This design comes from an exercise in tuning for small area, a short achievable clock period and few clock cycles per item on the open sky130 flow, not from production work. Function was not checked in any run shown here: the RTL went through the layout flow alone. Power is estimated from default activity; no workload was simulated.

[flow/config.mk]
export PLATFORM = sky130hd
export DESIGN_NAME = lc_core
export DESIGN_NICKNAME = lc_core
export VERILOG_FILES = /design/flow/design.v
export SDC_FILE = /design/flow/constraint.sdc
export NUM_CORES = 4
export LEC_CHECK = 0
export CAP_MARGIN = 20
export CORE_MARGIN = 2
export CORE_UTILIZATION = 40
export SLEW_MARGIN = 20
[flow/constraint.sdc]
create_clock -name core_clock -period 22.0 [get_ports {clk}]
set_input_delay 4.4000 -clock core_clock [delete_from_list [all_inputs] [get_ports {clk}]]
set_output_delay 4.4000 -clock core_clock [all_outputs]
set_load 0.01 [all_outputs]
[flow/design.v]
module lc_binarizer #(
    parameter W = 12
) (
    input  wire [8*W-1:0] rd,
    output reg  [7:0]     pat
);
    reg [W-1:0] r [0:7];
    reg [W-1:0] lo [0:3];
    reg [W-1:0] hi [0:3];
    reg [W-1:0] lo2 [0:1];
    reg [W-1:0] hi2 [0:1];
    reg [W-1:0] mn, mx;
    reg [W:0]   s;
    integer i;
    always @(*) begin
        for (i = 0; i < 8; i = i + 1)
            r[i] = rd[W*(8-i)-1 -: W];
        for (i = 0; i < 4; i = i + 1) begin
            if (r[2*i] < r[2*i+1]) begin
                lo[i] = r[2*i];   hi[i] = r[2*i+1];
            end else begin
                lo[i] = r[2*i+1]; hi[i] = r[2*i];
            end
        end
        for (i = 0; i < 2; i = i + 1) begin
            lo2[i] = (lo[2*i] < lo[2*i+1]) ? lo[2*i] : lo[2*i+1];
            hi2[i] = (hi[2*i] > hi[2*i+1]) ? hi[2*i] : hi[2*i+1];
        end
        mn = (lo2[0] < lo2[1]) ? lo2[0] : lo2[1];
        mx = (hi2[0] > hi2[1]) ? hi2[0] : hi2[1];
        s = {1'b0, mn} + {1'b0, mx};
        for (i = 0; i < 8; i = i + 1)
            pat[7-i] = ({r[i], 1'b0} >= s);
    end
endmodule
module lc_lut_rom (
    input  wire [7:0] pat,
    output reg  [7:0] pos
);
    always @(*) begin
        case (pat)
            8'h18: pos = 8'h00;
            8'h10: pos = 8'h02;
            8'h38: pos = 8'h02;
            8'h08: pos = 8'hFE;
            8'h1C: pos = 8'hFE;
            8'h30: pos = 8'h03;
            8'h0C: pos = 8'hFD;
            8'h20: pos = 8'h04;
            8'h70: pos = 8'h04;
            8'h04: pos = 8'hFC;
            8'h0E: pos = 8'hFC;
            8'h60: pos = 8'h05;
            8'hE0: pos = 8'h05;
            8'h06: pos = 8'hFB;
            8'h07: pos = 8'hFB;
            8'h40: pos = 8'h06;
            8'hF0: pos = 8'h06;
            8'h02: pos = 8'hFA;
            8'h0F: pos = 8'hFA;
            8'hC0: pos = 8'h07;
            8'h03: pos = 8'hF9;
            8'h80: pos = 8'h08;
            8'h01: pos = 8'hF8;
            default: pos = 8'h80;
        endcase
    end
endmodule
module lc_core (
    input  wire        clk,
    input  wire        rst,
    input  wire        cmd_valid,
    output wire        cmd_ready,
    input  wire [15:0] cmd_word,
    input  wire [95:0] cmd_rd,
    output reg         rsp_valid,
    output reg  [1:0]  rsp_status,
    output reg  [7:0]  rsp_pat,
    output reg  [7:0]  rsp_pos,
    output wire        acq_req,
    input  wire        acq_done,
    input  wire        acq_err,
    input  wire [95:0] acq_rd,
    output wire        busy,
    output wire [7:0]  last_pos
);
    localparam W = 12;
    localparam [2:0] OP_BIN = 3'd0, OP_LUT = 3'd1, OP_TRKP = 3'd2,
                     OP_TRKV = 3'd3, OP_TRKA = 3'd4;
    localparam [1:0] ST_OK = 2'b00, ST_ILLEGAL = 2'b01, ST_TRANSPORT = 2'b10;
    localparam [7:0] UNDEF = 8'h80;
    reg        busy_q;    
    reg        wait_q;    
    reg  [7:0] last_q;
    reg  [7:0] p_q;       
    reg  [1:0] st_q;      
    reg        lut_q;     
    reg        trk_q;     
    wire exec = busy_q && !wait_q;
    assign cmd_ready = !busy_q && !rst;
    assign busy      = busy_q;
    assign acq_req   = wait_q;
    assign last_pos  = last_q;
    wire [2:0] in_op    = cmd_word[10:8];
    wire       in_legal = (cmd_word[15:11] == 5'd0) && (in_op <= OP_TRKA);
    wire [8*W-1:0] bin_rd = wait_q ? acq_rd : cmd_rd;
    wire [7:0]     bin_pat;
    lc_binarizer #(.W(W)) u_bin (.rd(bin_rd), .pat(bin_pat));
    wire [7:0] lk_pos;
    lc_lut_rom u_rom (.pat(p_q), .pos(lk_pos));
    wire [7:0] resolved = (lk_pos == UNDEF) ? last_q : lk_pos;
    always @(posedge clk) begin
        if (rst) begin
            busy_q     <= 1'b0;
            wait_q     <= 1'b0;
            last_q     <= 8'h00;
            rsp_valid  <= 1'b0;
            rsp_status <= ST_OK;
            rsp_pat    <= 8'h00;
            rsp_pos    <= UNDEF;
        end else begin
            rsp_valid <= exec;
            if (!busy_q) begin
                if (cmd_valid) begin
                    busy_q <= 1'b1;
                    wait_q <= in_legal && (in_op == OP_TRKA);
                end
            end else if (wait_q) begin
                if (acq_done)
                    wait_q <= 1'b0;
            end else begin
                busy_q     <= 1'b0;
                rsp_status <= st_q;
                rsp_pat    <= p_q;
                rsp_pos    <= trk_q ? resolved : (lut_q ? lk_pos : UNDEF);
                if (trk_q)
                    last_q <= resolved;
            end
        end
    end
    always @(posedge clk) begin
        if (!exec) begin
            if (wait_q) begin
                st_q  <= acq_err ? ST_TRANSPORT : ST_OK;
                p_q   <= acq_err ? 8'h00 : bin_pat;
                lut_q <= 1'b0;
                trk_q <= !acq_err;
            end else begin
                st_q  <= in_legal ? ST_OK : ST_ILLEGAL;
                p_q   <= !in_legal ? 8'h00 :
                         (in_op == OP_LUT || in_op == OP_TRKP) ? cmd_word[7:0] : bin_pat;
                lut_q <= in_legal && (in_op == OP_LUT);
                trk_q <= in_legal && (in_op == OP_TRKP || in_op == OP_TRKV || in_op == OP_TRKA);
            end
        end
    end
endmodule
[flow/run.sh]
#!/bin/bash
# synth_recipe.tcl (not shown) runs the flow's synth.tcl, then flattens the netlist and writes it again
# the make line also repeats each setting of config.mk as NAME=value (left out here)
make -C /OpenROAD-flow-scripts/flow DESIGN_CONFIG=/design/flow/config.mk WORK_HOME=/design/flow/orfs CLKGATE_MAP_FILE= SYNTH_SCRIPT=/design/flow/synth_recipe.tcl finish
==> results of run 1 <==
## metal layers
metal | wire length (µm) | up-vias | track usage
met5 | 0 | - | 0
met4 | 581 | 0 | 0.0539
met3 | 1080 | 35 | 0.0176
met2 | 15100 | 238 | 0.414
met1 | 14000 | 4400 | 0.299
li1 | - | 5074 | -
## metrics by stage
stage / hold slack [ns] / cell area (µm²) / worst slack, ns / cells
2_1_floorplan: 0.471 / 9950 / 8.67 / 1259
3_3_place_gp: 0.443 / 12600 / 5.85 / 1780
3_5_place_dp: 0.447 / 12600 / 6.07 / 1780
4_1_cts: 0.455 / 12800 / 6.37 / 1788
5_1_grt: 0.477 / 12800 / 5.31 / 1788
6_report: 0.453 / 12800 / 6.29 / 1788
## kinds of logic (layout without fill, tap and decap cells)
family / after synthesis / count (layout) / share of synthesized area
muxes: 189 / 189 / 0.196
buffers and inverters: 156 / 361 / 0.0625
DFF: 41 / 41 / 0.0945
AOI/OAI and AO/OA: 359 / 359 / 0.239
xor gates and xnor gates: 16 / 16 / 0.0141
adders and majority gates: 212 / 212 / 0.264
and+or+nand+nor: 286 / 286 / 0.131
## worst min-delay path, stage by stage, from the launching register on
cell	delay, ns
sky130_fd_sc_hd__dfxtp_1	0.30
sky130_fd_sc_hd__nand2_1	0.05
sky130_fd_sc_hd__a21oi_1	0.05
## cells in the final DEF, fill, tap and decap left out, types with 13 or more instances in the layout
master / synthesis / layout
sky130_fd_sc_hd__dfxtp_1: 29 / 28
sky130_fd_sc_hd__a21o_1: 33 / 33
sky130_fd_sc_hd__nor3_1: 19 / 18
sky130_fd_sc_hd__maj3_1: 14 / 14
sky130_fd_sc_hd__inv_1: 103 / 103
sky130_fd_sc_hd__o21ai_0: 98 / 97
sky130_fd_sc_hd__nor2_1: 76 / 76
sky130_fd_sc_hd__o21a_1: 28 / 28
sky130_fd_sc_hd__nand4_1: 16 / 16
sky130_fd_sc_hd__a211oi_1: 17 / 17
sky130_fd_sc_hd__ha_1: 195 / 195
sky130_fd_sc_hd__mux2_2: 47 / 47
sky130_fd_sc_hd__nand3_1: 19 / 19
sky130_fd_sc_hd__o211ai_1: 13 / 13
sky130_fd_sc_hd__mux2i_1: 142 / 142
sky130_fd_sc_hd__nor2b_1: 22 / 22
sky130_fd_sc_hd__a21oi_1: 87 / 86
sky130_fd_sc_hd__clkdlybuf4s50_1: 0 / 241
sky130_fd_sc_hd__nand2_1: 106 / 106
## state kept, by name, indices dropped and copies added, names as in the netlist
name,flops
rsp_pos,8
p_q,8
rsp_status,2
rsp_pat,8
st_q,2
trk_q,1
wait_q,1
busy_q,1
rsp_valid,1
lut_q,1
last_q,8
## report_power, final
part / switching (mW) / internal [mW]
Clock: 0.0315 / 0.0491
Combinational: 0.972 / 0.727
Sequential: 0.00521 / 0.0807
Total: 1.01 / 0.857
## final cells by class
| cell class | count | area, µm² | share of cell area |
|---|---|---|---|
| clock buffers | 6 | 150 | 0.0117 |
| well taps | 324 | 405 | 0.0317 |
| repair buffers | 250 | 2480 | 0.194 |
| flip-flops and latches | 41 | 945 | 0.0738 |
| clock inverters | 2 | 16.3 | 0.00127 |
| multi-input cells | 1062 | 8410 | 0.658 |
| inverters | 103 | 387 | 0.0302 |
## path summary, 6_finish.rpt
path,startpoint,end,cells past startpoint
max,acq_rd[85],p_q[6],48
min,rsp_pat[1],rsp_pat[1],2
max reg2reg,wait_q,p_q[6],49
min reg2reg,rsp_pat[1],rsp_pat[1],2
==> metrics list, run 1 <==
- The number of clock buffers added by TritonCTS is 5.
- In this design, the stage delay of the slowest critical-path cell is 0.75 ns.
- Before antenna repair, the detailed router went through 5 iterations.
- Summed instance area of the synthesized netlist: roughly 10000 µm²
* Wire length per cell: 17.2 µm
- Once layout is complete, the utilization of the core stands at 0.524.
* Chip Height: 162 µm
- Classification of the worst-slack hold path: reg -> reg
* Power Dens Cells: between 100 and 150 nW/µm²
- Counting flops and latches in the post-synthesis netlist gives 41.
- The die is 162 µm wide.
- Slew headroom: 0.277
- Top post-synthesis cells by count: sky130_fd_sc_hd__ha_1 (195), sky130_fd_sc_hd__mux2i_1 (142), sky130_fd_sc_hd__nand2_1 (106)
- The setup path with the least slack is of type in -> reg.
- After synthesis, the cell types taking the most area are sky130_fd_sc_hd__ha_1 (25%), sky130_fd_sc_hd__mux2i_1 (14%), sky130_fd_sc_hd__dfxtp_1 (5.8%).
* I/O Pins: 243
- DIE AREA: 26200 µm²
* Final critical-path share of the clock period: 0.714
- Pin slew with the least headroom to its limit: ~1.1 ns
- Drt total wl: just over 30 mm
- Routed vias/inst: 5.45
- Summed over all layers, the global routing overflow is 0.
- Synthesis handed over a netlist of 1259 instances.
- The critical path contains buffers and inverters numbering 4 combined.
* Buffer depth of the longest clock path: 2
- For this block, the initial DRC count from the detailed router was 410.
- Data arrival at the endpoint of the critical path: 15.74 ns
- Entering global routing, the biggest net connects 59 pins.
- Hold repair after CTS inserted 0 buffers.
- Setup violations remaining at the end of the flow were counted as 0.
- Total GRT Usage: 0.230
- Cell at the root of the clock tree: sky130_fd_sc_hd__clkbuf_16
- In this run the static leakage power is 5.61 nW.
- The design draws 1.87 mW.
- Across all register-to-register paths, the minimum setup slack is 9.10 ns.
* Initial antenna violation count: 0
- Summing over every cut layer, the via total after detailed routing is approximately 10000.
- Final min period: 15.71 ns
- In the final layout, the share of cells above drive strength 1 is 0.0628.
* Crit path max-delay family: compound AO/OA/AOI/OAI gates
* Number of global-route vias before repair: 9317
* Worst-skew pair later-pin latency: 0.29 ns
- Count of flip-flops with a built-in enable after synthesis: 12
* Floorplan row count: 57
- Clock slew at reported path FFs: 0.06 ns
* Growth of design area from synthesis to finish: 28.5%
- STA classifies the critical path startpoint as a primary input.
- Most used DFF post-synth: sky130_fd_sc_hd__dfxtp_1
- Post-DP HPWL: 26.4 mm
- Buffers placed on the I/O ports in this run total about 240.
* Yosys Warn Count: 8
* Top cell type by total area after synthesis: sky130_fd_sc_hd__ha_1
* Placeable core area: 24400 µm²
- TritonCTS built the clock tree.
* Count of buffers added by post-CTS timing repair for setup: 0
- The repair_antennas step left the layout with diodes totalling 0.
- For this run, the top clock speed supported by timing is 0.0636 GHz.
* Element type at the critical path end: flop
* Data required, critical path: 22.02 ns
- Number of distinct library cells after synthesis: 71
* Net Count, Synth: 1668
* Initial standard-cell utilization of the core: 0.408
* Drt drc: 0
* Last weighted congestion value of the routability-driven placer: between 0.9 and 1
- Averaged over all synthesized cells, the footprint is approximately 7.9 µm².
- The slowest stage of the critical path belongs to the cell sky130_fd_sc_hd__xor2_1.
- Adding up every negative setup slack in the final design gives 0 ns.
- Fraction of the yosys area taken by sequential cells: 0.0945
* Number of hold-slack violations in the final timing report: 0
* Count leader, synth: sky130_fd_sc_hd__ha_1
- Number of gates resized after CTS: 0
- Number of levels in the clock H-tree: 2
- Along the worst path, the maximum fanout reaches 22.
* Count of fill cells added during filler insertion: 2402
* Cell seen most often among critical-path stages: sky130_fd_sc_hd__o21ai_0
* Number of max-slew violations in the final report: 0
- The clock net in this run drives a total of 41 sinks.
* Worst clock skew on the final layout: approximately 0.0075 ns
- The tool flagged a number of max-cap violations equal to 0.
- In this run the remaining antenna-violating nets after routing total 0.
* Fraction of post-synthesis cell area in the top cell type by area: 0.245
- Unrepaired setup endpoints after global routing: false
- After synthesis, the share of flip-flops with an asynchronous set or reset is 0.
- The flow ran to the end and the layout has no timing, DRC or antenna violations.
- Maximum resistive drop on vdd: around 160 µV
- Net total in the final layout: 1872
* First-pass GRT wire length: 48.9 mm
==> run 2, diff against run 1 <==
==> flow/flow/run.sh (new file) <==
#!/bin/bash
set -euo pipefail
MARGIN=12
bash standard.sh finish SETUP_SLACK_MARGIN=$MARGIN > standard_flow.log 2>&1
==> flow/standard.sh (new file) <==
#!/bin/bash
# synth_recipe.tcl (not shown) runs the flow's synth.tcl, then flattens the netlist and writes it again
# the make line also repeats each setting of config.mk as NAME=value (left out here)
make -C /OpenROAD-flow-scripts/flow DESIGN_CONFIG=/design/flow/config.mk WORK_HOME=/design/flow/orfs CLKGATE_MAP_FILE= SYNTH_SCRIPT=/design/flow/synth_recipe.tcl "${@:-finish}"
removed: flow/run.sh
==> metrics list, run 2 <==
- The required time at the worst-slack endpoint is 22.02 ns (about the same).
* Top post-synthesis cells by count: sky130_fd_sc_hd__ha_1 (195), sky130_fd_sc_hd__mux2i_1 (142), sky130_fd_sc_hd__nand2_1 (106) (unchanged)
- Final critical-path share of the clock period: 0.606 (was 0.714)
* Summed instance area of the synthesized netlist: 9950 µm² (unchanged)
- I/O Pins: 243 (unchanged)
* TritonCTS buffer count: 5 (unchanged)
- The area growth from synthesis to layout was 79.0% (was 28.5%).
* Proportion of synthesized flip-flops having asynchronous set or reset: 0 (unchanged)
- Pin slew with the least headroom to its limit: 1.42 ns (was 1.08 ns)
* Worst hold-check slack: 0.453 ns (about the same)
* Worst-skew pair later-pin latency: 0.29 ns (about the same)
- Reported leakage power: 8.72 nW (was 5.61 nW)
* Cell at the root of the clock tree: sky130_fd_sc_hd__clkbuf_16 (unchanged)
* Placeable core area: 24400 µm² (unchanged)
- Routed vias: 11900 (was 9747)
* Fraction of final layout cells with drive strength greater than 1: 0.377 (was 0.0628)
* CTS tree: yes (unchanged)
- Top cell type by total area after synthesis: sky130_fd_sc_hd__ha_1 (unchanged)
- The post-CTS clock slew at the launch and capture registers of the worst setup and hold paths is 0.06 ns (about the same).
- The number of antenna-violating nets in the routed design is 0 (unchanged).
- Yosys Warn Count: 8 (unchanged)
- The stage delay of the slowest cell on the critical path is 0.43 ns (was 0.75 ns).
- The most frequently used cell type in the post-synthesis netlist was sky130_fd_sc_hd__ha_1 (unchanged).
* Status: timing/DRC/antenna clean (unchanged)
- The number of nets produced by synthesis was 1668 (unchanged).
* Standard cell area after detailed placement: 12900 µm² (was 12600 µm²)
* Count of hold-fix buffers inserted at cts: 0 (unchanged)
* Post-layout power: 2.91 mW (was 1.87 mW)
- Most used DFF post-synth: sky130_fd_sc_hd__dfxtp_1 (unchanged)
* Fraction of post-synthesis cell area in the top cell type by area: 0.245 (unchanged)
* Unrepaired setup endpoints after global routing: true (was false)
- The number of design-rule violations left by the first detailed-router iteration came to 902 (was 410).
- Worst clock skew on the final layout: 0.00440 ns (was 0.00748 ns)
* Number of hold-slack violations in the final timing report: 0 (unchanged)
* Count of flip-flops with a built-in enable after synthesis: 12 (unchanged)
* DIE AREA: 26200 µm² (unchanged)
- Wire length per cell: 20.7 µm (was 17.2 µm)
- The cell count after synthesis came to 1259 (unchanged).
- The post-route cell area came to 17800 µm² (was 12800 µm²).
- TritonRoute pass-1 iters: 6 (was 5)
* Number of distinct library cells after synthesis: 71 (unchanged)
- Floorplan row count: 57 (unchanged)
* Net total in the final layout: 2114 (was 1872)
- GRT Residual Overflow: 0 (unchanged)
- The cell repeated most along the worst path is sky130_fd_sc_hd__a21oi_1 (was sky130_fd_sc_hd__o21ai_0).
- The number of global-route vias before repair is 10100 (was 9317).
* Sum of negative setup slack: 0 ns (unchanged)
- Count of antenna diodes in the layout: 0 (unchanged)
- The maximum buffer depth of the clock tree is 2 (unchanged).
- The post-synthesis area per instance was 7.90 µm² (unchanged).
* Most frequent cells in the layout: sky130_fd_sc_hd__buf_4 (214), sky130_fd_sc_hd__dlymetal6s2s_1 (165), sky130_fd_sc_hd__ha_1 (126) (was sky130_fd_sc_hd__clkdlybuf4s50_1 (241), sky130_fd_sc_hd__ha_1 (195), sky130_fd_sc_hd__mux2i_1 (142))
- Number of levels in the clock H-tree: 2 (unchanged)
- Chip Height: 162 µm (unchanged)
* Slew headroom: 0.0530 (was 0.277)
- The number of design rule violations left after detail routing was 0 (unchanged).
* Core occupancy in the finished layout: 0.730 (was 0.524)
* Final min period: 13.34 ns (was 15.71 ns)
- Largest net degree at the start of global routing: 64 (was 59)
- The total half-perimeter wirelength after legalization and detailed placement came to 26.0 mm (was 26.4 mm).
- Count of fill cells added during filler insertion: 1665 (was 2402)
* Number of max-slew violations in the final report: 0 (unchanged)
- Horizontal extent of the die: 162 µm (unchanged)
* Commonest non-fill, non-tap cell in the layout: sky130_fd_sc_hd__buf_4 (was sky130_fd_sc_hd__clkdlybuf4s50_1)
* Data arrival at the endpoint of the critical path: 13.36 ns (was 15.74 ns)
- The total routing usage reported by global routing was 0.249 (was 0.230).
- First-pass GRT wire length: 52.7 mm (was 48.9 mm)
- The library cell contributing the largest single delay on the critical path was sky130_fd_sc_hd__or3_1 (was sky130_fd_sc_hd__xor2_1).
- Cells taking the most area after synthesis: sky130_fd_sc_hd__ha_1 (25%), sky130_fd_sc_hd__mux2i_1 (14%), sky130_fd_sc_hd__dfxtp_1 (5.8%) (unchanged)
- Critical path type: in -> reg (unchanged)
- The register bit count reported by yosys came to 41 (unchanged).
- The nature of the critical path startpoint is a primary input (unchanged).
- Power Dens Cells: 163 nW/µm² (was 146 nW/µm²)
- The highest achievable clock rate is 0.0749 GHz (was 0.0636 GHz).
- The peak supply drop is 156 µV (was 159 µV).
* Last weighted congestion value of the routability-driven placer: 0.880 (was 0.911)
* Port Buf Inserts: 242 (unchanged)
- The number of antenna violations at the first check in global routing is 0 (unchanged).
* Element type at the critical path end: flop (unchanged)
- Classification of the worst-slack hold path: reg -> reg (unchanged)
* Total of endpoints with negative setup slack in the final report: 0 (unchanged)
- Fraction of the yosys area taken by sequential cells: 0.0945 (unchanged)
- The number of vias per cell came to 5.85 (was 5.45).
* Initial standard-cell utilization of the core: 0.408 (unchanged)
* Drt total wl: 42.0 mm (was 30.7 mm)
- The max capacitance violation total came to 0 (unchanged).
* Number of sinks on the clock net: 41 (unchanged)
* Highest fanout seen on the critical path: 6 (was 22)
[run 2: cell counts after synthesis]
No cell type changed its count.
[run 2: timing repair]
item | 4_1_cts | 5_1_grt
buffers inserted | 73 | 158
endpoints found under the setup margin | 9 | 8
resized for setup | 116 | 520
pin swaps | 40 | 146
gates cloned | 8 | 3
[run 2: where the power goes]
part	leakage (nW)	switching, mW	internal (mW)	total [mW]
clock network	0.0739	0.0307	0.0417	0.0724
logic	8.27	1.43	1.32	2.75
registers	0.368	0.00538	0.0808	0.0861
[run 2: final timing paths]
| check | cells after the start | startpoint | slack [ns] | end |
|---|---|---|---|---|
| max | 50 | acq_rd[89] | 8.66 | p_q[2] |
| min | 2 | rsp_status[1] | 0.45 | rsp_status[1] |
| max reg2reg | 47 | wait_q | 10.34 | p_q[2] |
| min reg2reg | 2 | rsp_status[1] | 0.45 | rsp_status[1] |
[run 2: area by class of cell]
cell class	instances	area (µm²)	area share
Sequential cell	41	945	0.0530
Inverter	103	397	0.0223
Clock buffer	5	125	0.00702
Tap cell	324	405	0.0228
Timing Repair Buffer	485	4880	0.274
Clock inverter	3	16.3	0.000913
Multi-Input combinational cell	1069	11000	0.620
[run 2: cell families (layout without fill, tap and decap cells)]
group                      Yosys count  in the layout  share of synthesized area
adders and majority gates          212            212                      0.264
buffers and inverters              156            596                     0.0625
muxes                              189            189                      0.196
xor gates and xnor gates            16             16                     0.0141
DFF                                 41             41                     0.0945
and+or+nand+nor                    286            287                      0.131
AOI/OAI and AO/OA                  359            365                      0.239
[run 2: stage by stage]
stage | cells | worst slack (ns)
CTS | 1869 | 8.78
detailed placement | 1780 | 6.68
finish | 2030 | 8.66
global route | 2030 | 8.29
global placement | 1780 | 6.79
floorplan | 1259 | 9.73
[run 2: critical path: cells and delay by family]
family                     cells  cell delay, ns
AOI/OAI and AO/OA             23            4.06
and+or+nand+nor                9            1.20
buffers and inverters          8            1.17
adders and majority gates      7            1.92
muxes                          2            0.42
xor gates and xnor gates       1            0.18
[run 2: per-layer routing]
layer  up-vias  global-route usage  share of wire
li1       5592                   -              -
met1      5545               0.331           0.40
met2       603               0.444           0.50
met3       134              0.0176          0.067
met4         0              0.0507          0.034
met5         -                   0              0

==> afterwards: timing with drivers on the ports <==
In the flow no input, the clock included, has a driving cell. The finished layouts below were timed again as built, in two steps. Step 1 assumes that a clkbuf_16 drives the clock port and a buf_2 every other input. Step 2, shift: input delay + t, output delay - t, t = (earliest + latest rising clock arrival at the registers) / 2. This alone moves slack from input paths to output paths. a / b / c = no drivers / after step 1 / after step 2; a / b = the first two.
run | t, ns | setup slack, ns | worst data-port slew with drivers (ns)
run 1 | 0.322 | 6.286 / 6.298 / 5.976 | 0.06
run 2 | 0.319 | 8.657 / 8.669 / 8.351 | 0.07
After both steps setup and hold are still met in every run listed. The setup slack of run 1, which loses most, moves by +0.012 ns with the drivers and by -0.310 ns with both steps.
